From an optimization exercise on the open Yosys and OpenROAD flow, aimed at small area, a short achievable clock period and few clock cycles per item; shortcuts taken in it are not production practice. In this exercise RTL edits were held to simulation tests only and were not proved equivalent to the original.

==> design/flow/design.v <==
module range_normalizer (
    input  wire [15:0]        y,
    input  wire [15:0]        cb,
    input  wire [15:0]        cr,
    input  wire               fulln,     
    input  wire               idn,       
    input  wire [1:0]         dc,        
    output wire signed [16:0] vy,
    output wire signed [16:0] vcr,
    output wire signed [16:0] vcb
);
    function [15:0] align(input [15:0] v, input [1:0] code);
        case (code)
            2'd0:    align = {v[7:0], 8'd0};
            2'd1:    align = {v[9:0], 6'd0};
            2'd2:    align = {v[11:0], 4'd0};
            default: align = v;
        endcase
    endfunction
    wire [15:0] y16  = align(y, dc);
    wire [15:0] cb16 = align(cb, dc);
    wire [15:0] cr16 = align(cr, dc);
    assign vy  = fulln ? $signed({1'b0, y16}) : $signed({1'b0, y16}) - 17'sd4096;
    assign vcr = idn ? $signed({1'b0, cr16}) : $signed({{2{~cr16[15]}}, cr16[14:0]});
    assign vcb = idn ? $signed({1'b0, cb16}) : $signed({{2{~cb16[15]}}, cb16[14:0]});
endmodule
module luma_u (
    input  wire signed [16:0] vy,
    output wire signed [27:0] u
);
    wire signed [27:0] v = {{11{vy[16]}}, vy};
    assign u = (v <<< 10) + (v <<< 7) + (v <<< 5) + (v <<< 3) + (v <<< 2) + v;
endmodule
module luma_term (
    input  wire signed [27:0] u,
    input  wire signed [16:0] vy,        
    input  wire               fulln,
    input  wire [1:0]         dc,
    output wire signed [40:0] yt
);
    wire signed [64:0] ux = {{37{u[27]}}, u};
    wire signed [64:0] su = (ux <<< 36) + (ux <<< 18) + ux;
    reg [37:0] yf;
    always @(*) begin
        case (dc)
            2'd0:    yf = {vy[15:8], vy[15:8], vy[15:8], vy[15:8], vy[15:10]};
            2'd1:    yf = {vy[15:6], vy[15:6], vy[15:6], vy[15:8]};
            2'd2:    yf = {vy[15:4], vy[15:4], vy[15:4], vy[15:14]};
            default: yf = {vy[15:0], vy[15:0], vy[15:10]};
        endcase
    end
    assign yt = fulln ? $signed({3'b000, yf}) : su[64:24];
endmodule
module coef_table (
    input  wire [5:0] spo,     
    input  wire [4:0] nio,     
    output wire signed [39:0] a_r,
    output wire signed [38:0] a_gr,
    output wire signed [39:0] a_gb,
    output wire signed [40:0] a_b
);
    assign a_r = ({40{spo[0] & nio[0]}} & 40'h668bd9616d)
        | ({40{spo[0] & nio[1]}} & 40'h5a1472a7e7)
        | ({40{spo[0] & nio[2]}} & 40'h59d0d269da)
        | ({40{spo[0] & nio[3]}} & 40'h59bffa34e3)
        | ({40{spo[0] & nio[4]}} & 40'h59bab7eff7)
        | ({40{spo[1] & nio[0]}} & 40'h732f74807f)
        | ({40{spo[1] & nio[1]}} & 40'h652eb4a514)
        | ({40{spo[1] & nio[2]}} & 40'h64e2bea017)
        | ({40{spo[1] & nio[3]}} & 40'h64cfd2ed9e)
        | ({40{spo[1] & nio[4]}} & 40'h64c9eaba5a)
        | ({40{spo[2] & nio[0]}} & 40'h6666666666)
        | ({40{spo[2] & nio[1]}} & 40'h59f38d26c0)
        | ({40{spo[2] & nio[2]}} & 40'h59b0059b00)
        | ({40{spo[2] & nio[3]}} & 40'h599f338cd2)
        | ({40{spo[2] & nio[4]}} & 40'h5999f3338d)
        | ({40{spo[3] & nio[0]}} & 40'h7345ecb0b7)
        | ({40{spo[3] & nio[1]}} & 40'h6542718c2c)
        | ({40{spo[3] & nio[2]}} & 40'h64f66cb5cd)
        | ({40{spo[3] & nio[3]}} & 40'h64e37d5275)
        | ({40{spo[3] & nio[4]}} & 40'h64dd93f834)
        | ({40{spo[4] & nio[0]}} & 40'h4924924925)
        | ({40{spo[4] & nio[1]}} & 40'h4040404040)
        | ({40{spo[4] & nio[2]}} & 40'h4010040100)
        | ({40{spo[4] & nio[3]}} & 40'h4004004004)
        | ({40{spo[4] & nio[4]}} & 40'h4000400040)
        | ({40{spo[5] & nio[1]}} & 40'h4040404040)
        | ({40{spo[5] & nio[2]}} & 40'h4010040100)
        | ({40{spo[5] & nio[3]}} & 40'h4004004004)
        | ({40{spo[5] & nio[4]}} & 40'h4000400040);
    assign a_gr = ({39{spo[0] & nio[0]}} & 39'h4bc41aa640)
        | ({39{spo[0] & nio[1]}} & 39'h521db5067f)
        | ({39{spo[0] & nio[2]}} & 39'h5240275b4f)
        | ({39{spo[0] & nio[3]}} & 39'h5248bbdd36)
        | ({39{spo[0] & nio[4]}} & 39'h524b699ce2)
        | ({39{spo[1] & nio[0]}} & 39'h5dc292d85f)
        | ({39{spo[1] & nio[1]}} & 39'h61ec2ca9fd)
        | ({39{spo[1] & nio[2]}} & 39'h6202c12d9f)
        | ({39{spo[1] & nio[3]}} & 39'h6208610363)
        | ({39{spo[1] & nio[4]}} & 39'h620a228776)
        | ({39{spo[2] & nio[0]}} & 39'h4beea4e1a1)
        | ({39{spo[2] & nio[1]}} & 39'h52431358c5)
        | ({39{spo[2] & nio[2]}} & 39'h5265699fd4)
        | ({39{spo[2] & nio[3]}} & 39'h526df724df)
        | ({39{spo[2] & nio[4]}} & 39'h5270a2b60f)
        | ({39{spo[3] & nio[0]}} & 39'h5d23753936)
        | ({39{spo[3] & nio[1]}} & 39'h616066f908)
        | ({39{spo[3] & nio[2]}} & 39'h6177646b2a)
        | ({39{spo[3] & nio[3]}} & 39'h617d1e63f5)
        | ({39{spo[3] & nio[4]}} & 39'h617ee810f7);
    assign a_gb = ({40{spo[0] & nio[0]}} & 40'he6d4320e1d)
        | ({40{spo[0] & nio[1]}} & 40'he9e38f5bb5)
        | ({40{spo[0] & nio[2]}} & 40'he9f428d68f)
        | ({40{spo[0] & nio[3]}} & 40'he9f84b510f)
        | ({40{spo[0] & nio[4]}} & 40'he9f995c5ef)
        | ({40{spo[1] & nio[0]}} & 40'hf24c6eeadd)
        | ({40{spo[1] & nio[1]}} & 40'hf3f6d7e566)
        | ({40{spo[1] & nio[2]}} & 40'hf3ffe105c2)
        | ({40{spo[1] & nio[3]}} & 40'hf402212f94)
        | ({40{spo[1] & nio[4]}} & 40'hf402d51056)
        | ({40{spo[2] & nio[0]}} & 40'he7b9fb309f)
        | ({40{spo[2] & nio[1]}} & 40'heaad6933bf)
        | ({40{spo[2] & nio[2]}} & 40'heabd6b2555)
        | ({40{spo[2] & nio[3]}} & 40'heac167e109)
        | ({40{spo[2] & nio[4]}} & 40'heac2a68d32)
        | ({40{spo[3] & nio[0]}} & 40'hef6c99cb7f)
        | ({40{spo[3] & nio[1]}} & 40'hf170770918)
        | ({40{spo[3] & nio[2]}} & 40'hf17b656b6a)
        | ({40{spo[3] & nio[3]}} & 40'hf17e1e73f6)
        | ({40{spo[3] & nio[4]}} & 40'hf17ef81107)
        | ({40{spo[4] & nio[0]}} & 40'h4924924925)
        | ({40{spo[4] & nio[1]}} & 40'h4040404040)
        | ({40{spo[4] & nio[2]}} & 40'h4010040100)
        | ({40{spo[4] & nio[3]}} & 40'h4004004004)
        | ({40{spo[4] & nio[4]}} & 40'h4000400040);
    assign a_b = ({41{spo[0] & nio[0]}} & 41'h819bf0c94a)
        | ({41{spo[0] & nio[1]}} & 41'h71da4cfd1e)
        | ({41{spo[0] & nio[2]}} & 41'h7184d3e51a)
        | ({41{spo[0] & nio[3]}} & 41'h716f89a8bb)
        | ({41{spo[0] & nio[4]}} & 41'h7168e41905)
        | ({41{spo[1] & nio[0]}} & 41'h87b95092fd)
        | ({41{spo[1] & nio[1]}} & 41'h77395fe07e)
        | ({41{spo[1] & nio[2]}} & 41'h76dfde783b)
        | ({41{spo[1] & nio[3]}} & 41'h76c99319cf)
        | ({41{spo[1] & nio[4]}} & 41'h76c29d433b)
        | ({41{spo[2] & nio[0]}} & 41'h8231bcb565)
        | ({41{spo[2] & nio[1]}} & 41'h725de301ba)
        | ({41{spo[2] & nio[2]}} & 41'h7208072080)
        | ({41{spo[2] & nio[3]}} & 41'h71f2a448fd)
        | ({41{spo[2] & nio[4]}} & 41'h71ebf70aaf)
        | ({41{spo[3] & nio[0]}} & 41'h858f114300)
        | ({41{spo[3] & nio[1]}} & 41'h7552819c3c)
        | ({41{spo[3] & nio[2]}} & 41'h74fa6db60d)
        | ({41{spo[3] & nio[3]}} & 41'h74e47d6276)
        | ({41{spo[3] & nio[4]}} & 41'h74dda3f844)
        | ({41{spo[4] & nio[0]}} & 41'h4924924925)
        | ({41{spo[4] & nio[1]}} & 41'h4040404040)
        | ({41{spo[4] & nio[2]}} & 41'h4010040100)
        | ({41{spo[4] & nio[3]}} & 41'h4004004004)
        | ({41{spo[4] & nio[4]}} & 41'h4000400040)
        | ({41{spo[5] & nio[1]}} & 41'h4040404040)
        | ({41{spo[5] & nio[2]}} & 41'h4010040100)
        | ({41{spo[5] & nio[3]}} & 41'h4004004004)
        | ({41{spo[5] & nio[4]}} & 41'h4000400040);
endmodule
module trust_table (
    input  wire [2:0] sp,
    input  wire       rg,
    input  wire [1:0] dc,
    input  wire [1:0] ec,
    output reg  [2:0] tr       
);
    always @(*) begin
        case ({sp, rg, dc, ec})
        {3'd0, 1'b0, 2'd0, 2'd2}: tr = 3'b101;
        {3'd0, 1'b0, 2'd1, 2'd2}: tr = 3'b100;
        {3'd0, 1'b1, 2'd0, 2'd0}: tr = 3'b111;
        {3'd0, 1'b1, 2'd0, 2'd1}: tr = 3'b101;
        {3'd0, 1'b1, 2'd0, 2'd2}: tr = 3'b101;
        {3'd0, 1'b1, 2'd0, 2'd3}: tr = 3'b111;
        {3'd0, 1'b1, 2'd1, 2'd0}: tr = 3'b101;
        {3'd0, 1'b1, 2'd1, 2'd1}: tr = 3'b111;
        {3'd0, 1'b1, 2'd1, 2'd2}: tr = 3'b101;
        {3'd0, 1'b1, 2'd1, 2'd3}: tr = 3'b101;
        {3'd0, 1'b1, 2'd2, 2'd0}: tr = 3'b101;
        {3'd0, 1'b1, 2'd2, 2'd1}: tr = 3'b100;
        {3'd0, 1'b1, 2'd2, 2'd2}: tr = 3'b111;
        {3'd0, 1'b1, 2'd2, 2'd3}: tr = 3'b101;
        {3'd0, 1'b1, 2'd3, 2'd0}: tr = 3'b101;
        {3'd0, 1'b1, 2'd3, 2'd3}: tr = 3'b111;
        {3'd1, 1'b1, 2'd0, 2'd0}: tr = 3'b101;
        {3'd1, 1'b1, 2'd0, 2'd1}: tr = 3'b101;
        {3'd1, 1'b1, 2'd0, 2'd2}: tr = 3'b101;
        {3'd1, 1'b1, 2'd0, 2'd3}: tr = 3'b101;
        {3'd1, 1'b1, 2'd1, 2'd0}: tr = 3'b101;
        {3'd1, 1'b1, 2'd1, 2'd1}: tr = 3'b101;
        {3'd1, 1'b1, 2'd1, 2'd2}: tr = 3'b101;
        {3'd1, 1'b1, 2'd1, 2'd3}: tr = 3'b101;
        {3'd1, 1'b1, 2'd2, 2'd2}: tr = 3'b101;
        {3'd1, 1'b1, 2'd3, 2'd3}: tr = 3'b101;
        {3'd2, 1'b0, 2'd0, 2'd0}: tr = 3'b101;
        {3'd2, 1'b0, 2'd0, 2'd1}: tr = 3'b001;
        {3'd2, 1'b0, 2'd0, 2'd2}: tr = 3'b101;
        {3'd2, 1'b0, 2'd0, 2'd3}: tr = 3'b101;
        {3'd2, 1'b0, 2'd1, 2'd0}: tr = 3'b001;
        {3'd2, 1'b0, 2'd1, 2'd1}: tr = 3'b001;
        {3'd2, 1'b0, 2'd1, 2'd2}: tr = 3'b101;
        {3'd2, 1'b0, 2'd1, 2'd3}: tr = 3'b001;
        {3'd2, 1'b0, 2'd2, 2'd0}: tr = 3'b001;
        {3'd2, 1'b0, 2'd2, 2'd1}: tr = 3'b001;
        {3'd2, 1'b0, 2'd2, 2'd2}: tr = 3'b101;
        {3'd2, 1'b0, 2'd2, 2'd3}: tr = 3'b001;
        {3'd2, 1'b1, 2'd0, 2'd0}: tr = 3'b111;
        {3'd2, 1'b1, 2'd0, 2'd1}: tr = 3'b111;
        {3'd2, 1'b1, 2'd0, 2'd2}: tr = 3'b111;
        {3'd2, 1'b1, 2'd0, 2'd3}: tr = 3'b111;
        {3'd2, 1'b1, 2'd1, 2'd0}: tr = 3'b111;
        {3'd2, 1'b1, 2'd1, 2'd1}: tr = 3'b111;
        {3'd2, 1'b1, 2'd1, 2'd2}: tr = 3'b111;
        {3'd2, 1'b1, 2'd1, 2'd3}: tr = 3'b111;
        {3'd2, 1'b1, 2'd2, 2'd0}: tr = 3'b101;
        {3'd2, 1'b1, 2'd2, 2'd1}: tr = 3'b101;
        {3'd2, 1'b1, 2'd2, 2'd2}: tr = 3'b111;
        {3'd2, 1'b1, 2'd2, 2'd3}: tr = 3'b101;
        {3'd2, 1'b1, 2'd3, 2'd0}: tr = 3'b101;
        {3'd2, 1'b1, 2'd3, 2'd1}: tr = 3'b001;
        {3'd2, 1'b1, 2'd3, 2'd2}: tr = 3'b101;
        {3'd2, 1'b1, 2'd3, 2'd3}: tr = 3'b111;
        {3'd3, 1'b0, 2'd0, 2'd2}: tr = 3'b101;
        {3'd3, 1'b0, 2'd1, 2'd2}: tr = 3'b100;
        {3'd3, 1'b1, 2'd0, 2'd0}: tr = 3'b111;
        {3'd3, 1'b1, 2'd0, 2'd1}: tr = 3'b101;
        {3'd3, 1'b1, 2'd0, 2'd2}: tr = 3'b101;
        {3'd3, 1'b1, 2'd0, 2'd3}: tr = 3'b111;
        {3'd3, 1'b1, 2'd1, 2'd0}: tr = 3'b101;
        {3'd3, 1'b1, 2'd1, 2'd1}: tr = 3'b111;
        {3'd3, 1'b1, 2'd1, 2'd2}: tr = 3'b101;
        {3'd3, 1'b1, 2'd1, 2'd3}: tr = 3'b101;
        {3'd3, 1'b1, 2'd2, 2'd0}: tr = 3'b101;
        {3'd3, 1'b1, 2'd2, 2'd1}: tr = 3'b100;
        {3'd3, 1'b1, 2'd2, 2'd2}: tr = 3'b111;
        {3'd3, 1'b1, 2'd2, 2'd3}: tr = 3'b101;
        {3'd3, 1'b1, 2'd3, 2'd0}: tr = 3'b101;
        {3'd3, 1'b1, 2'd3, 2'd3}: tr = 3'b111;
        {3'd4, 1'b0, 2'd0, 2'd0}: tr = 3'b001;
        {3'd4, 1'b0, 2'd0, 2'd2}: tr = 3'b101;
        {3'd4, 1'b0, 2'd0, 2'd3}: tr = 3'b001;
        {3'd4, 1'b0, 2'd1, 2'd2}: tr = 3'b001;
        {3'd4, 1'b1, 2'd0, 2'd0}: tr = 3'b111;
        {3'd4, 1'b1, 2'd0, 2'd1}: tr = 3'b101;
        {3'd4, 1'b1, 2'd0, 2'd2}: tr = 3'b101;
        {3'd4, 1'b1, 2'd0, 2'd3}: tr = 3'b111;
        {3'd4, 1'b1, 2'd1, 2'd0}: tr = 3'b101;
        {3'd4, 1'b1, 2'd1, 2'd1}: tr = 3'b111;
        {3'd4, 1'b1, 2'd1, 2'd2}: tr = 3'b101;
        {3'd4, 1'b1, 2'd1, 2'd3}: tr = 3'b101;
        {3'd4, 1'b1, 2'd2, 2'd0}: tr = 3'b101;
        {3'd4, 1'b1, 2'd2, 2'd1}: tr = 3'b001;
        {3'd4, 1'b1, 2'd2, 2'd2}: tr = 3'b111;
        {3'd4, 1'b1, 2'd2, 2'd3}: tr = 3'b101;
        {3'd4, 1'b1, 2'd3, 2'd0}: tr = 3'b101;
        {3'd4, 1'b1, 2'd3, 2'd3}: tr = 3'b111;
        {3'd5, 1'b0, 2'd0, 2'd0}: tr = 3'b111;
        {3'd5, 1'b0, 2'd0, 2'd1}: tr = 3'b111;
        {3'd5, 1'b0, 2'd0, 2'd2}: tr = 3'b111;
        {3'd5, 1'b0, 2'd0, 2'd3}: tr = 3'b111;
        {3'd5, 1'b0, 2'd1, 2'd0}: tr = 3'b111;
        {3'd5, 1'b0, 2'd1, 2'd1}: tr = 3'b111;
        {3'd5, 1'b0, 2'd1, 2'd2}: tr = 3'b111;
        {3'd5, 1'b0, 2'd1, 2'd3}: tr = 3'b111;
        {3'd5, 1'b0, 2'd2, 2'd0}: tr = 3'b111;
        {3'd5, 1'b0, 2'd2, 2'd1}: tr = 3'b111;
        {3'd5, 1'b0, 2'd2, 2'd2}: tr = 3'b111;
        {3'd5, 1'b0, 2'd2, 2'd3}: tr = 3'b111;
        {3'd5, 1'b1, 2'd0, 2'd0}: tr = 3'b111;
        {3'd5, 1'b1, 2'd0, 2'd1}: tr = 3'b111;
        {3'd5, 1'b1, 2'd0, 2'd2}: tr = 3'b111;
        {3'd5, 1'b1, 2'd0, 2'd3}: tr = 3'b111;
        {3'd5, 1'b1, 2'd1, 2'd0}: tr = 3'b111;
        {3'd5, 1'b1, 2'd1, 2'd1}: tr = 3'b111;
        {3'd5, 1'b1, 2'd1, 2'd2}: tr = 3'b111;
        {3'd5, 1'b1, 2'd1, 2'd3}: tr = 3'b111;
        {3'd5, 1'b1, 2'd2, 2'd0}: tr = 3'b111;
        {3'd5, 1'b1, 2'd2, 2'd1}: tr = 3'b111;
        {3'd5, 1'b1, 2'd2, 2'd2}: tr = 3'b111;
        {3'd5, 1'b1, 2'd2, 2'd3}: tr = 3'b111;
        {3'd5, 1'b1, 2'd3, 2'd0}: tr = 3'b111;
        {3'd5, 1'b1, 2'd3, 2'd1}: tr = 3'b111;
        {3'd5, 1'b1, 2'd3, 2'd2}: tr = 3'b111;
        {3'd5, 1'b1, 2'd3, 2'd3}: tr = 3'b111;
        {3'd6, 1'b0, 2'd0, 2'd0}: tr = 3'b111;
        {3'd6, 1'b0, 2'd0, 2'd1}: tr = 3'b111;
        {3'd6, 1'b0, 2'd0, 2'd2}: tr = 3'b111;
        {3'd6, 1'b0, 2'd0, 2'd3}: tr = 3'b111;
        {3'd6, 1'b0, 2'd1, 2'd0}: tr = 3'b111;
        {3'd6, 1'b0, 2'd1, 2'd1}: tr = 3'b111;
        {3'd6, 1'b0, 2'd1, 2'd2}: tr = 3'b111;
        {3'd6, 1'b0, 2'd1, 2'd3}: tr = 3'b111;
        {3'd6, 1'b0, 2'd2, 2'd0}: tr = 3'b111;
        {3'd6, 1'b0, 2'd2, 2'd1}: tr = 3'b111;
        {3'd6, 1'b0, 2'd2, 2'd2}: tr = 3'b111;
        {3'd6, 1'b0, 2'd2, 2'd3}: tr = 3'b111;
        {3'd6, 1'b0, 2'd3, 2'd0}: tr = 3'b111;
        {3'd6, 1'b0, 2'd3, 2'd1}: tr = 3'b111;
        {3'd6, 1'b0, 2'd3, 2'd2}: tr = 3'b111;
        {3'd6, 1'b0, 2'd3, 2'd3}: tr = 3'b111;
        {3'd6, 1'b1, 2'd0, 2'd0}: tr = 3'b111;
        {3'd6, 1'b1, 2'd0, 2'd1}: tr = 3'b111;
        {3'd6, 1'b1, 2'd0, 2'd2}: tr = 3'b111;
        {3'd6, 1'b1, 2'd0, 2'd3}: tr = 3'b111;
        {3'd6, 1'b1, 2'd1, 2'd0}: tr = 3'b111;
        {3'd6, 1'b1, 2'd1, 2'd1}: tr = 3'b111;
        {3'd6, 1'b1, 2'd1, 2'd2}: tr = 3'b111;
        {3'd6, 1'b1, 2'd1, 2'd3}: tr = 3'b111;
        {3'd6, 1'b1, 2'd2, 2'd0}: tr = 3'b111;
        {3'd6, 1'b1, 2'd2, 2'd1}: tr = 3'b111;
        {3'd6, 1'b1, 2'd2, 2'd2}: tr = 3'b111;
        {3'd6, 1'b1, 2'd2, 2'd3}: tr = 3'b111;
        {3'd6, 1'b1, 2'd3, 2'd0}: tr = 3'b111;
        {3'd6, 1'b1, 2'd3, 2'd1}: tr = 3'b111;
        {3'd6, 1'b1, 2'd3, 2'd2}: tr = 3'b111;
        {3'd6, 1'b1, 2'd3, 2'd3}: tr = 3'b111;
        default: tr = 3'b000;
        endcase
    end
endmodule
module k_table (
    input  wire [2:0] sp,
    input  wire [1:0] ch,
    input  wire [1:0] kidx,
    output reg  signed [27:0] k
);
    always @(*) begin
        case ({sp, ch, kidx})
        {3'd0, 2'd0, 2'd0}: k = 28'sd1000;
        {3'd0, 2'd0, 2'd1}: k = 28'sd1402;
        {3'd0, 2'd0, 2'd3}: k = 28'sd1000;
        {3'd0, 2'd1, 2'd0}: k = 28'sd587000;
        {3'd0, 2'd1, 2'd1}: k = -28'sd419198;
        {3'd0, 2'd1, 2'd2}: k = -28'sd202008;
        {3'd0, 2'd1, 2'd3}: k = 28'sd587000;
        {3'd0, 2'd2, 2'd0}: k = 28'sd1000;
        {3'd0, 2'd2, 2'd2}: k = 28'sd1772;
        {3'd0, 2'd2, 2'd3}: k = 28'sd1000;
        {3'd1, 2'd0, 2'd0}: k = 28'sd10000;
        {3'd1, 2'd0, 2'd1}: k = 28'sd15748;
        {3'd1, 2'd0, 2'd3}: k = 28'sd10000;
        {3'd1, 2'd1, 2'd0}: k = 28'sd71520000;
        {3'd1, 2'd1, 2'd1}: k = -28'sd33480248;
        {3'd1, 2'd1, 2'd2}: k = -28'sd13397432;
        {3'd1, 2'd1, 2'd3}: k = 28'sd71520000;
        {3'd1, 2'd2, 2'd0}: k = 28'sd10000;
        {3'd1, 2'd2, 2'd2}: k = 28'sd18556;
        {3'd1, 2'd2, 2'd3}: k = 28'sd10000;
        {3'd2, 2'd0, 2'd0}: k = 28'sd100;
        {3'd2, 2'd0, 2'd1}: k = 28'sd140;
        {3'd2, 2'd0, 2'd3}: k = 28'sd100;
        {3'd2, 2'd1, 2'd0}: k = 28'sd5900;
        {3'd2, 2'd1, 2'd1}: k = -28'sd4200;
        {3'd2, 2'd1, 2'd2}: k = -28'sd1958;
        {3'd2, 2'd1, 2'd3}: k = 28'sd5900;
        {3'd2, 2'd2, 2'd0}: k = 28'sd100;
        {3'd2, 2'd2, 2'd2}: k = 28'sd178;
        {3'd2, 2'd2, 2'd3}: k = 28'sd100;
        {3'd3, 2'd0, 2'd0}: k = 28'sd1000;
        {3'd3, 2'd0, 2'd1}: k = 28'sd1402;
        {3'd3, 2'd0, 2'd3}: k = 28'sd1000;
        {3'd3, 2'd1, 2'd0}: k = 28'sd587000;
        {3'd3, 2'd1, 2'd1}: k = -28'sd419198;
        {3'd3, 2'd1, 2'd2}: k = -28'sd202008;
        {3'd3, 2'd1, 2'd3}: k = 28'sd587000;
        {3'd3, 2'd2, 2'd0}: k = 28'sd1000;
        {3'd3, 2'd2, 2'd2}: k = 28'sd1772;
        {3'd3, 2'd2, 2'd3}: k = 28'sd1000;
        {3'd4, 2'd0, 2'd0}: k = 28'sd1000;
        {3'd4, 2'd0, 2'd1}: k = 28'sd1576;
        {3'd4, 2'd0, 2'd3}: k = 28'sd1000;
        {3'd4, 2'd1, 2'd0}: k = 28'sd701000;
        {3'd4, 2'd1, 2'd1}: k = -28'sd334112;
        {3'd4, 2'd1, 2'd2}: k = -28'sd158862;
        {3'd4, 2'd1, 2'd3}: k = 28'sd701000;
        {3'd4, 2'd2, 2'd0}: k = 28'sd1000;
        {3'd4, 2'd2, 2'd2}: k = 28'sd1826;
        {3'd4, 2'd2, 2'd3}: k = 28'sd1000;
        {3'd5, 2'd0, 2'd0}: k = 28'sd1;
        {3'd5, 2'd0, 2'd1}: k = 28'sd1;
        {3'd5, 2'd0, 2'd2}: k = -28'sd1;
        {3'd5, 2'd0, 2'd3}: k = 28'sd1;
        {3'd5, 2'd1, 2'd0}: k = 28'sd1;
        {3'd5, 2'd1, 2'd2}: k = 28'sd1;
        {3'd5, 2'd1, 2'd3}: k = 28'sd1;
        {3'd5, 2'd2, 2'd0}: k = 28'sd1;
        {3'd5, 2'd2, 2'd1}: k = -28'sd1;
        {3'd5, 2'd2, 2'd2}: k = -28'sd1;
        {3'd5, 2'd2, 2'd3}: k = 28'sd1;
        {3'd6, 2'd0, 2'd1}: k = 28'sd1;
        {3'd6, 2'd0, 2'd3}: k = 28'sd1;
        {3'd6, 2'd1, 2'd0}: k = 28'sd1;
        {3'd6, 2'd1, 2'd3}: k = 28'sd1;
        {3'd6, 2'd2, 2'd2}: k = 28'sd1;
        {3'd6, 2'd2, 2'd3}: k = 28'sd1;
        default: k = 28'sd0;
        endcase
    end
endmodule
module bdot #(
    parameter XW1 = 18, parameter AW1 = 41,
    parameter XW2 = 17, parameter AW2 = 40,
    parameter TWO = 1,                       
    parameter OW  = 59
) (
    input  wire signed [XW1-1:0] x1,
    input  wire signed [AW1-1:0] a1,
    input  wire signed [XW2-1:0] x2,
    input  wire signed [AW2-1:0] a2,
    input  wire        [OW-1:0]  c,
    output wire        [OW-1:0]  s
);
    localparam ND1 = (XW1 + 1) / 2;
    localparam ND2 = (XW2 + 1) / 2;
    wire [2*ND1:0] xe1 = {{(2*ND1-XW1){x1[XW1-1]}}, x1, 1'b0};
    wire [2*ND2:0] xe2 = {{(2*ND2-XW2){x2[XW2-1]}}, x2, 1'b0};
    wire [AW1:0]   as1 = {a1[AW1-1], a1};
    wire [AW2:0]   as2 = {a2[AW2-1], a2};
    reg [OW-1:0] rows1 [0:ND1-1];
    reg [OW-1:0] rows2 [0:ND2-1];
    reg [OW-1:0] fix;
    reg [AW1:0]  r1;
    reg [AW2:0]  r2;
    reg one, two, neg;
    integer i, j;
    always @(*) begin
        fix = c;
        for (i = 0; i < ND1; i = i + 1) begin
            one = xe1[2*i] ^ xe1[2*i+1];
            two = (xe1[2*i+2] & ~xe1[2*i+1] & ~xe1[2*i]) | (~xe1[2*i+2] & xe1[2*i+1] & xe1[2*i]);
            neg = xe1[2*i+2] & ~(xe1[2*i+1] & xe1[2*i]);
            for (j = 0; j <= AW1; j = j + 1)
                r1[j] = ((one & as1[j]) | (two & (j == 0 ? 1'b0 : as1[j-1]))) ^ neg;
            rows1[i] = {{(OW-AW1-1){1'b0}}, ~r1[AW1], r1[AW1-1:0]} << (2*i);
            fix = fix + ({{(OW-1){1'b0}}, neg} << (2*i)) - ({{(OW-1){1'b0}}, 1'b1} << (AW1 + 2*i));
        end
        for (i = 0; i < ND2; i = i + 1) begin
            one = xe2[2*i] ^ xe2[2*i+1];
            two = (xe2[2*i+2] & ~xe2[2*i+1] & ~xe2[2*i]) | (~xe2[2*i+2] & xe2[2*i+1] & xe2[2*i]);
            neg = xe2[2*i+2] & ~(xe2[2*i+1] & xe2[2*i]);
            for (j = 0; j <= AW2; j = j + 1)
                r2[j] = ((one & as2[j]) | (two & (j == 0 ? 1'b0 : as2[j-1]))) ^ neg;
            rows2[i] = TWO ? ({{(OW-AW2-1){1'b0}}, ~r2[AW2], r2[AW2-1:0]} << (2*i)) : {OW{1'b0}};
            if (TWO)
                fix = fix + ({{(OW-1){1'b0}}, neg} << (2*i)) - ({{(OW-1){1'b0}}, 1'b1} << (AW2 + 2*i));
        end
    end
    reg [OW-1:0] sum;
    integer k;
    always @(*) begin
        sum = fix;
        for (k = 0; k < ND1; k = k + 1) sum = sum + rows1[k];
        if (TWO)
            for (k = 0; k < ND2; k = k + 1) sum = sum + rows2[k];
    end
    assign s = sum;
endmodule
module exact_check (
    input  wire               clk,
    input  wire               rst,
    input  wire               start,
    input  wire [2:0]         sp,
    input  wire [1:0]         ch,
    input  wire               studio,
    input  wire [1:0]         dc,        
    input  wire [1:0]         ec,        
    input  wire signed [16:0] vy,
    input  wire signed [16:0] vcr,
    input  wire signed [16:0] vcb,
    input  wire [15:0]        c,
    output reg                busy,
    output reg                done,
    output reg                ge         
);
    localparam NCOL = 45;
    reg [5:0]         col;
    reg [4:0]         t;
    reg signed [35:0] acc;
    wire [4:0] e  = (ec == 2'd0) ? 5'd8 : (ec == 2'd1) ? 5'd10 : (ec == 2'd2) ? 5'd12 : 5'd16;
    wire [4:0] d  = (dc == 2'd0) ? 5'd8 : (dc == 2'd1) ? 5'd10 : (dc == 2'd2) ? 5'd12 : 5'd16;
    reg [1:0] tv;       
    reg       tneg;
    reg [5:0] tsh;
    reg [4:0] tlast;
    reg [5:0] mo_sh;    
    reg       mo_neg;
    always @(*) begin
        tv = 2'd0; tneg = 1'b0; tsh = 6'd0; mo_sh = 6'd0; mo_neg = 1'b0;
        if (studio) begin
            tlast = 5'd23;
            if (t < 5'd20) begin
                mo_neg = (t >= 5'd10);
                mo_sh  = mo_neg ? 6'd1 : {1'b0, e} + 6'd1;
                case (mo_neg ? t - 5'd10 : t)
                    5'd0: begin tv = 2'd0; tsh = mo_sh + 6'd8; tneg = mo_neg;  end
                    5'd1: begin tv = 2'd0; tsh = mo_sh + 6'd5; tneg = !mo_neg; end
                    5'd2: begin tv = 2'd1; tsh = mo_sh + 6'd8; tneg = mo_neg;  end
                    5'd3: begin tv = 2'd1; tsh = mo_sh + 6'd5; tneg = !mo_neg; end
                    5'd4: begin tv = 2'd1; tsh = mo_sh + 6'd2; tneg = !mo_neg; end
                    5'd5: begin tv = 2'd1; tsh = mo_sh;        tneg = !mo_neg; end
                    5'd6: begin tv = 2'd2; tsh = mo_sh + 6'd8; tneg = mo_neg;  end
                    5'd7: begin tv = 2'd2; tsh = mo_sh + 6'd5; tneg = !mo_neg; end
                    5'd8: begin tv = 2'd2; tsh = mo_sh + 6'd2; tneg = !mo_neg; end
                    default: begin tv = 2'd2; tsh = mo_sh;     tneg = !mo_neg; end
                endcase
            end else begin
                tv = 2'd3;
                case (t)
                    5'd20:   begin tsh = 6'd24; tneg = 1'b1; end
                    5'd21:   begin tsh = 6'd22; tneg = 1'b0; end
                    5'd22:   begin tsh = 6'd15; tneg = 1'b0; end
                    default: begin tsh = 6'd13; tneg = 1'b1; end
                endcase
            end
        end else begin
            tlast = 5'd7;
            case (t)
                5'd0: begin tv = 2'd0; tsh = {1'b0, e} + 6'd1; tneg = 1'b0; end
                5'd1: begin tv = 2'd1; tsh = {1'b0, e} + 6'd1; tneg = 1'b0; end
                5'd2: begin tv = 2'd2; tsh = {1'b0, e} + 6'd1; tneg = 1'b0; end
                5'd3: begin tv = 2'd0; tsh = 6'd1;             tneg = 1'b1; end
                5'd4: begin tv = 2'd1; tsh = 6'd1;             tneg = 1'b1; end
                5'd5: begin tv = 2'd2; tsh = 6'd1;             tneg = 1'b1; end
                5'd6: begin tv = 2'd3; tsh = 6'd16;            tneg = 1'b1; end
                default: begin tv = 2'd3; tsh = 6'd16 - {1'b0, d}; tneg = 1'b0; end
            endcase
        end
    end
    wire signed [27:0] k;
    k_table u_k (.sp(sp), .ch(ch), .kidx(tv), .k(k));
    wire [18:0] w  = {2'b00, c, 1'b0} - 19'd1;
    wire [18:0] vv = (tv == 2'd0) ? {{2{vy[16]}}, vy} :
                     (tv == 2'd1) ? {{2{vcr[16]}}, vcr} :
                     (tv == 2'd2) ? {{2{vcb[16]}}, vcb} : w;
    wire [6:0]  idx  = {1'b0, col} - {1'b0, tsh};
    wire        inr  = !idx[6] && (idx[5:0] <= 6'd18);
    wire        b    = inr && vv[idx[4:0]];
    wire        nn   = tneg ^ (idx[5:0] == 6'd18);    
    wire signed [35:0] kx = {{8{k[27]}}, k};
    wire signed [35:0] sum = b ? (nn ? acc - kx : acc + kx) : acc;
    always @(posedge clk) begin
        if (rst) begin
            busy <= 1'b0;
            done <= 1'b0;
            ge   <= 1'b0;
        end else begin
            done <= 1'b0;
            if (start && !busy) begin
                busy <= 1'b1;
                col  <= 6'd0;
                t    <= 5'd0;
                acc  <= 36'sd0;
            end else if (busy) begin
                if (t == tlast) begin
                    t   <= 5'd0;
                    acc <= sum >>> 1;
                    col <= col + 6'd1;
                    if (col == NCOL - 1) begin
                        busy <= 1'b0;
                        done <= 1'b1;
                        ge   <= !sum[35];
                    end
                end else begin
                    t   <= t + 5'd1;
                    acc <= sum;
                end
            end
        end
    end
endmodule
module yuv_to_rgb_converter (
    input  wire        clk,
    input  wire        rst,
    input  wire        cmd_valid,
    output wire        cmd_ready,
    input  wire [63:0] cmd_data,
    output wire        rsp_valid,
    input  wire        rsp_ready,
    output wire [63:0] rsp_data
);
    localparam [3:0] ST_OK       = 4'd0,
                     ST_BITDEPTH = 4'd1,
                     ST_LENGTH   = 4'd2,
                     ST_RANGE    = 4'd3,
                     ST_SPACE    = 4'd4,
                     ST_ILLEGAL  = 4'd5,
                     ST_SEQUENCE = 4'd6;
    reg        batch;
    reg [13:0] p_par;
    reg [15:0] rem;
    reg        berr;
    reg        v1, v2, v3;
    reg        cv1, cv2, cv3;           
    reg [7:0]  h1, h2, h3;              
    reg [2:0]  sp1, sp2, sp3;
    reg        rg1, rg2, rg3;
    reg [1:0]  dc1, dc2, dc3;
    reg [1:0]  ec1, ec2, ec3;
    reg signed [16:0] vy1, vcr1, vcb1;
    reg signed [17:0] xr1, xb1;
    reg signed [27:0] u1;
    reg [5:0]  spo1;
    reg [4:0]  nio1;
    reg signed [16:0] vy2, vcr2, vcb2, vy3, vcr3, vcb3;
    reg signed [41:0] vr2, vg2, vb2;
    reg [15:0] q3 [0:2];
    reg [2:0]  amb3;
    reg        hv, sv;
    reg [55:0] hd, sd;
    wire adv = !v3 || (amb3 == 3'b000 && !(hv && sv));
    assign cmd_ready = adv;
    wire accept = cmd_valid && adv;
    assign rsp_valid = hv;
    assign rsp_data  = {hd[55:48], 8'd0, hd[47:0]};
    wire [1:0]  c_op    = cmd_data[63:62];
    wire [15:0] c_a     = cmd_data[61:46];
    wire [15:0] c_b     = cmd_data[45:30];
    wire [15:0] c_c     = cmd_data[29:14];
    wire [13:0] c_par   = cmd_data[13:0];
    wire [2:0]  c_space = cmd_data[13:11];
    wire [4:0]  c_din   = cmd_data[9:5];
    wire [4:0]  c_dout  = cmd_data[4:0];
    function legal_depth(input [4:0] dep);
        legal_depth = (dep == 5'd8) || (dep == 5'd10) || (dep == 5'd12) || (dep == 5'd16);
    endfunction
    function [1:0] dcode(input [4:0] dep);
        dcode = (dep == 5'd8) ? 2'd0 : (dep == 5'd10) ? 2'd1 : (dep == 5'd12) ? 2'd2 : 2'd3;
    endfunction
    function out_of_range(input [15:0] a, input [15:0] b, input [15:0] c, input [1:0] code);
        reg [15:0] m;
        begin
            m = a | b | c;
            case (code)
                2'd0:    out_of_range = |m[15:8];
                2'd1:    out_of_range = |m[15:10];
                2'd2:    out_of_range = |m[15:12];
                default: out_of_range = 1'b0;
            endcase
        end
    endfunction
    wire [1:0] p_dc = dcode(p_par[9:5]);    
    wire [1:0] c_dc = dcode(c_din);
    reg [3:0] n_st;
    reg       n_last, n_berr, n_cv;
    reg [2:0] n_sp;
    reg       n_rg;
    reg [1:0] n_dc, n_ec;
    always @(*) begin
        n_last = 1'b0;
        n_berr = 1'b0;
        n_cv   = 1'b0;
        n_sp   = c_space;
        n_rg   = cmd_data[10];
        n_dc   = c_dc;
        n_ec   = dcode(c_dout);
        n_st   = ST_OK;
        if (batch) begin
            n_sp = p_par[13:11];
            n_rg = p_par[10];
            n_dc = p_dc;
            n_ec = dcode(p_par[4:0]);
            if (c_op != 2'b11) begin
                n_st   = ST_SEQUENCE;
                n_last = 1'b1;
                n_berr = 1'b1;
            end else begin
                if (c_par != 14'd0)
                    n_st = ST_ILLEGAL;
                else if (out_of_range(c_a, c_b, c_c, p_dc))
                    n_st = ST_RANGE;
                else
                    n_cv = 1'b1;
                if (rem == 16'd1) begin
                    n_last = 1'b1;
                    n_berr = berr || (n_st != ST_OK);
                end
            end
        end else begin
            if (c_op == 2'b00)
                n_st = ST_ILLEGAL;
            else if (c_op == 2'b11)
                n_st = ST_SEQUENCE;
            else if (!legal_depth(c_din) || !legal_depth(c_dout))
                n_st = ST_BITDEPTH;
            else if (c_space == 3'd7)
                n_st = ST_SPACE;
            else if (c_op == 2'b01) begin
                if (out_of_range(c_a, c_b, c_c, c_dc))
                    n_st = ST_RANGE;
                else
                    n_cv = 1'b1;
            end else begin
                if (c_a != c_b || c_a != c_c)
                    n_st = ST_LENGTH;
                else if (c_a == 16'd0)
                    n_last = 1'b1;
            end
        end
    end
    always @(posedge clk) begin
        if (rst) begin
            batch <= 1'b0;
            p_par <= 14'd0;
            rem   <= 16'd0;
            berr  <= 1'b0;
        end else if (accept) begin
            if (batch) begin
                if (c_op != 2'b11) begin
                    batch <= 1'b0;
                    rem   <= 16'd0;
                    berr  <= 1'b0;
                end else begin
                    rem <= rem - 16'd1;
                    if (rem == 16'd1) begin
                        batch <= 1'b0;
                        berr  <= 1'b0;
                    end else if (n_st != ST_OK)
                        berr <= 1'b1;
                end
            end else if (c_op == 2'b10 && legal_depth(c_din) && legal_depth(c_dout) &&
                         c_space != 3'd7 && c_a == c_b && c_a == c_c && c_a != 16'd0) begin
                batch <= 1'b1;
                p_par <= c_par;
                rem   <= c_a;
                berr  <= 1'b0;
            end
        end
    end
    wire n_idn   = (n_sp == 3'd6);
    wire n_fulln = n_rg || n_idn;
    wire n_yc    = (n_sp == 3'd5);
    wire signed [16:0] vy, vcr, vcb;
    range_normalizer u_norm (
        .y(c_a), .cb(c_b), .cr(c_c), .fulln(n_fulln), .idn(n_idn), .dc(n_dc),
        .vy(vy), .vcr(vcr), .vcb(vcb)
    );
    wire signed [27:0] u;
    luma_u u_lu (.vy(vy), .u(u));
    wire [5:0] n_spo = {n_sp == 3'd6, n_sp == 3'd5, n_sp == 3'd4, n_sp == 3'd2, n_sp == 3'd1,
                        n_sp == 3'd0 || n_sp == 3'd3};
    wire [4:0] n_nio = {n_fulln && n_dc == 2'd3, n_fulln && n_dc == 2'd2, n_fulln && n_dc == 2'd1,
                        n_fulln && n_dc == 2'd0, !n_fulln};
    wire signed [17:0] xr = n_yc ? {vcr[16], vcr} - {vcb[16], vcb} : {vcr[16], vcr};
    wire signed [17:0] xb = n_yc ? -({vcb[16], vcb} + {vcr[16], vcr}) : {vcb[16], vcb};
    wire idn1   = (sp1 == 3'd6);
    wire fulln1 = rg1 || idn1;
    wire signed [40:0] yt1;
    luma_term u_luma (.u(u1), .vy(vy1), .fulln(fulln1), .dc(dc1), .yt(yt1));
    wire signed [39:0] a_r;
    wire signed [38:0] a_gr;
    wire signed [39:0] a_gb;
    wire signed [40:0] a_b;
    coef_table u_coef (
        .spo(spo1), .nio(nio1),
        .a_r(a_r), .a_gr(a_gr), .a_gb(a_gb), .a_b(a_b)
    );
    localparam [58:0] BIAS = 59'd5 << 16;
    wire [58:0] ytw  = {{2{yt1[40]}}, yt1, 16'd0} + BIAS;
    wire [58:0] ytrb = idn1 ? BIAS : ytw;
    wire [58:0] s_r, s_g, s_b;
    bdot #(.XW1(18), .AW1(40), .XW2(17), .AW2(40), .TWO(0), .OW(59)) u_dr (
        .x1(xr1), .a1(a_r), .x2(17'sd0), .a2(40'sd0), .c(ytrb), .s(s_r));
    bdot #(.XW1(17), .AW1(39), .XW2(17), .AW2(40), .TWO(1), .OW(59)) u_dg (
        .x1(vcr1), .a1(a_gr), .x2(vcb1), .a2(a_gb), .c(ytw), .s(s_g));
    bdot #(.XW1(18), .AW1(41), .XW2(17), .AW2(40), .TWO(0), .OW(59)) u_db (
        .x1(xb1), .a1(a_b), .x2(17'sd0), .a2(40'sd0), .c(ytrb), .s(s_b));
    wire [2:0] trust;
    trust_table u_trust (.sp(sp2), .rg(rg2), .dc(dc2), .ec(ec2), .tr(trust));
    function [58:0] mo_times(input [41:0] v, input [1:0] code);
        reg [58:0] vx, vs;
        begin
            vx = {{17{v[41]}}, v};
            case (code)
                2'd0:    vs = vx << 8;
                2'd1:    vs = vx << 10;
                2'd2:    vs = vx << 12;
                default: vs = vx << 16;
            endcase
            mo_times = vs - vx + (59'd1 << 37);
        end
    endfunction
    wire [15:0] mo2 = (ec2 == 2'd0) ? 16'h00ff : (ec2 == 2'd1) ? 16'h03ff :
                      (ec2 == 2'd2) ? 16'h0fff : 16'hffff;
    reg [15:0] nq [0:2];
    reg [2:0]  namb;
    reg [58:0] tt;
    reg [20:0] cc;
    integer ch;
    always @(*) begin
        for (ch = 0; ch < 3; ch = ch + 1) begin
            tt = mo_times(ch == 0 ? vr2 : ch == 1 ? vg2 : vb2, ec2);
            cc = tt[58:38];
            if (cc[20])
                nq[ch] = 16'd0;
            else if (cc[19:16] != 4'd0 || cc[15:0] > mo2)
                nq[ch] = mo2;
            else
                nq[ch] = cc[15:0];
            namb[ch] = cv2 && !trust[ch] && (tt[37:20] == 18'd0) && !cc[20] &&
                       (cc != 21'd0) && (cc[19:16] == 4'd0) && (cc[15:0] <= mo2);
        end
    end
    wire       xc_busy, xc_done, xc_ge;
    wire [1:0] xc_ch = amb3[0] ? 2'd0 : amb3[1] ? 2'd1 : 2'd2;
    exact_check u_xc (
        .clk(clk), .rst(rst), .start(v3 && amb3 != 3'b000 && !xc_busy && !xc_done),
        .sp(sp3), .ch(xc_ch), .studio(!(rg3 || sp3 == 3'd6)), .dc(dc3), .ec(ec3),
        .vy(vy3), .vcr(vcr3), .vcb(vcb3), .c(q3[xc_ch]),
        .busy(xc_busy), .done(xc_done), .ge(xc_ge)
    );
    wire [55:0] w3 = {h3, cv3 ? {q3[0], q3[1], q3[2]} : 48'd0};
    wire push = adv && v3;
    wire pop  = hv && rsp_ready;
    always @(posedge clk) begin
        if (rst) begin
            v1 <= 1'b0; v2 <= 1'b0; v3 <= 1'b0;
            amb3 <= 3'b000;
            hv <= 1'b0; sv <= 1'b0;
        end else begin
            if (adv) begin
                v1 <= accept;
                v2 <= v1;
                v3 <= v2;
                amb3 <= namb;
            end else if (xc_done) begin
                amb3[xc_ch] <= 1'b0;
            end
            if (pop) begin
                if (sv) begin
                    sv <= push;
                end else begin
                    hv <= push;
                end
            end else if (push) begin
                if (hv) sv <= 1'b1;
                else    hv <= 1'b1;
            end
        end
    end
    always @(posedge clk) begin
        if (adv) begin
            cv1 <= n_cv;  h1 <= {n_st, c_op, n_last, n_berr};
            sp1 <= n_sp;  rg1 <= n_rg;  dc1 <= n_dc;  ec1 <= n_ec;
            vy1 <= vy;    vcr1 <= vcr;  vcb1 <= vcb;
            xr1 <= xr;    xb1 <= xb;    u1 <= u;
            spo1 <= n_spo; nio1 <= n_nio;
            cv2 <= cv1;   h2 <= h1;
            sp2 <= sp1;   rg2 <= rg1;   dc2 <= dc1;   ec2 <= ec1;
            vy2 <= vy1;   vcr2 <= vcr1; vcb2 <= vcb1;
            vr2 <= s_r[57:16];
            vg2 <= s_g[57:16];
            vb2 <= s_b[57:16];
            cv3 <= cv2;   h3 <= h2;
            sp3 <= sp2;   rg3 <= rg2;   dc3 <= dc2;   ec3 <= ec2;
            vy3 <= vy2;   vcr3 <= vcr2; vcb3 <= vcb2;
            q3[0] <= nq[0]; q3[1] <= nq[1]; q3[2] <= nq[2];
        end else if (xc_done && !xc_ge) begin
            q3[xc_ch] <= q3[xc_ch] - 16'd1;
        end
        if (pop) begin
            hd <= sv ? sd : w3;
            if (sv) sd <= w3;
        end else if (push) begin
            if (hv) sd <= w3;
            else    hd <= w3;
        end
    end
endmodule
==> design/flow/run.sh <==
#!/bin/bash
# synth_recipe.tcl (not shown) runs the flow's synth.tcl, then flattens the netlist and writes it again
# the make line also repeats each setting of config.mk as NAME=value (left out here)
make -C /OpenROAD-flow-scripts/flow DESIGN_CONFIG=/design/flow/config.mk WORK_HOME=/design/flow/orfs CLKGATE_MAP_FILE= SYNTH_SCRIPT=/design/flow/synth_recipe.tcl finish
==> design/flow/config.mk <==
export PLATFORM = sky130hd
export DESIGN_NAME = yuv_to_rgb_converter
export DESIGN_NICKNAME = yuv_to_rgb_converter
export VERILOG_FILES = /design/flow/design.v
export SDC_FILE = /design/flow/constraint.sdc
export NUM_CORES = 4
export LEC_CHECK = 0
export CAP_MARGIN = 20
export CORE_MARGIN = 2
export CORE_UTILIZATION = 30
export PLACE_DENSITY = 0.5
export SLEW_MARGIN = 20
export SYNTH_MEMORY_MAX_BITS = 65536
==> design/flow/constraint.sdc <==
create_clock -name core_clock -period 14.0 [get_ports {clk}]
set_input_delay 2.8000 -clock core_clock [delete_from_list [all_inputs] [get_ports {clk}]]
set_output_delay 2.8000 -clock core_clock [all_outputs]
set_load 0.01 [all_outputs]
==> results.txt <==
MaxCap Viol Count 0; setup repair after global routing missed its margin false; Cell Area, Synth 122000 sq um; setup fix buffers added after clock tree synthesis 0; critical path buffer and inverter count 4; average via count per standard cell 5.51; hold bufs inserted after CTS 0; synthesis warning total 17; IO Count 134; number of cells on the worst hold path 0; Die Area 411000 sq um; R2R Setup Slk 2.35 ns; ratio of final minimum period to clock period 83.2%; Final GP Congestion 1.08; y dimension of the die 641 um; total overflow reported by the global router 0; Pre-antenna DRT Iters 8; top post-synthesis cells by area fa_1 22%, edfxtp_1 15%, ha_1 11%; site row count 234; Detail Placement HPWL 390000 um; terminus of the critical flop-to-flop path vg2[41]$_DFFE_PP_; Worst Tran Pin Value 1.42 ns; P&R area growth vs syn 9.25%; post_cts resized 0; final routed wirelength across all metal layers 504000 um; highest-count cells in the layout ignoring fill and taps 1625 x inv_1, 1342 x fa_1, 1139 x a22oi_1; cell family with the largest share of critical-path delay adder cells; Worst Path Required 14.53 ns; Fin. Hold Viols 0; clk sink count 651; synth unique cells 108; delay of the slowest cell on the worst path 0.95 ns; Worst-path clk slew 0.06 ns; leading cell type in the layout, fill and taps excluded inv_1; sequential element share of the synthesized area 15.7%; share of synthesized registers carrying an async set or reset 0%; final number of max-transition violations 0; number of buffers created by CTS 86; highest clock rate 85.9 MHz; total placed instance area 130000 sq um; CTS tree built; total number of H-tree levels 3; maximum fanout count along the critical path 19; fraction of post-synthesis cell area in the top cell type by area 22.0%; Crit. End Element flop; initial core utilization 30.1%; Root Buffer clkbuf_16; number of flops mapped to enable cells by yosys 605; DRC 0; Critical Path Most Common Cell fa_1; global-route wire length before repair 730000 um; Reg2Reg Depth 30; maximum root-to-sink buffer count 4; worst setup skew after layout 0.0660 ns; total number of nets in the final design 15400; relative slew slack 5.27%; pin count of the biggest net entering global routing 137; mean post-synth cell area 9.27 sq um; launching element of the worst setup path nio1[0]$_DFFE_PP_; standard cell with the maximum stage delay on the critical path o31ai_1; count of mapped cells out of synthesis 13100; remaining antenna violation count 0; antenna violations before repair 49; number of global-route vias before repair 100000; HP Class flop to flop; endpoints failing setup 0; horizontal die dimension 641 um; setup TNS after final layout 0 ns; startpoint kind of the worst setup timing path flop; cell type contributing the most total cell area after synthesis fa_1; routed via count 101000; end of the critical path vg2[41]$_DFFE_PP_; starting DRC count in detailed routing 11200; Port Buf Inserts 124; layout cells sized above 1 7.37%; Final Critical Period 11.65 ns; CP Depth 30; status complete, no violations; Routed wire per std cell 27.4 um; final standard cell area without fillers 133000 sq um; Crit Path Category flop to flop; worst endpoint data arrival time 12.18 ns; worst hold slack across all endpoints 0.391 ns; FF+latch count, synth 651; overall routing resource usage 24.1%; worst r2r src nio1[0]$_DFFE_PP_; clock insertion delay at the later pin of the skew report 0.85 ns; Post-synth top flop edfxtp_1; fraction of the core area covered by cells at the end of the flow 32.9%; core box area 405000 sq um
-- worst min-delay path by stage --
stage                                   from                 end  slack [ns]
after detailed placement   vcr2[1]$_DFFE_PP_   vcr3[1]$_DFFE_PP_        0.40
after floorplan                cv1$_DFFE_PP_       cv2$_DFFE_PP_        0.40
after global routing      vcr2[16]$_DFFE_PP_  vcr3[16]$_DFFE_PP_        0.39
after global placement     vcr2[8]$_DFFE_PP_   vcr3[8]$_DFFE_PP_        0.40
after CTS                  vcr2[1]$_DFFE_PP_   vcr3[1]$_DFFE_PP_        0.38
final                      vcr2[1]$_DFFE_PP_   vcr3[1]$_DFFE_PP_        0.39
-- layout make-up --
cell class | count | area [sq um]
fill | 42200 | 272000
multi-input combinational | 9939 | 93600
sequential | 651 | 19100
tap | 5428 | 6790
inverter | 1646 | 6190
timing repair buffer | 565 | 4610
clock buffer | 109 | 2310
clock inverter | 44 | 409
antenna | 33 | 82.6
-- per-stage QoR --
stage          cells  worst slack (ns)
4_1_cts        18400              2.22
3_5_place_dp   18200              2.25
2_1_floorplan  13200             0.586
3_3_place_gp   18200              2.14
6_report       18400              2.35
5_1_grt        18400              1.71
-- sequential cells by signal (all words and copies together) (netlist names), 14 cells and up --
signal / count
vcr3: 17
vy1: 17
vb2: 42
vg2: 42
p_par: 14
xr1: 18
u_xc.acc: 36
vcr1: 17
hd: 55
q3: 48
vr2: 42
vy2: 17
vy3: 17
rem: 16
sd: 55
xb1: 18
u1: 26
vcr2: 17
vcb2: 17
vcb3: 17
vcb1: 17
-- per-layer routing --
metal  up-vias  share of wire, %  global-route usage, %
met2      4893                42                   35.9
met3       891               9.4                   5.79
met5         -             0.042                      0
met4        32               5.5                   11.4
met1     50600                43                   32.6
li1      45000                 -                      -
-- synth_stat cells, drive strengths merged, types with 57 or more instances --
cell and n:
a22oi 1139, nor4 57, a21oi 504, nor2 591, nor3 150, ha 1055, a21o 188, xor2 906
a22o 102, edfxtp 605, buf 107, o21ai 493, fa 1342, inv 1640, and2 121, nand2b 110
nand3 203, xnor2 784, mux2 79, nand2 621, nand4 123, mux4 113, o21a 74, a31oi 70
nor2b 120, o22ai 71, mux2i 259, clkbuf 812
-- logic make-up after synthesis --
logic type | synth area share [%]
AOI/OAI and AO/OA | 17.0
buffers and inverters | 7.96
adders and majority gates | 32.9
and+or+nand+nor | 9.38
xor gates and xnor gates | 12.1
DFF | 15.7
muxes | 4.95
other | 0.00308
Testbench counts, summed over its fixed seeds: cycles 2,416, items 2,400.

==> re-timing with driven ports <==
The flow's constraints put no driver on any port. The routed layout listed below was extracted and timed again, unchanged, in two steps. Step 1 assumes that a clkbuf_16 drives the clock port and a buf_2 every other input. Step 2 adds t to the input delays and takes it off the output delays; t is the mean of the earliest and latest rising clock arrival at the registers after step 1. Input paths then give back, and output paths get back, about the clock's delay inside the block. Slacks: no drivers / after step 1 / after step 2; pairs: no drivers / after step 1.
t (ns): 0.931
setup WS [ns]: 2.353 / 2.353 / 2.353
worst setup path at the end: register to register
latest minus earliest clock arrival (ns): 0.072 / 0.072
worst register clock-pin slew, ns: 0.08 / 0.08
After both steps setup and hold are still met in this run. For this run, drivers alone change the setup slack by 0.000 ns; drivers and shift together by 0.000 ns.
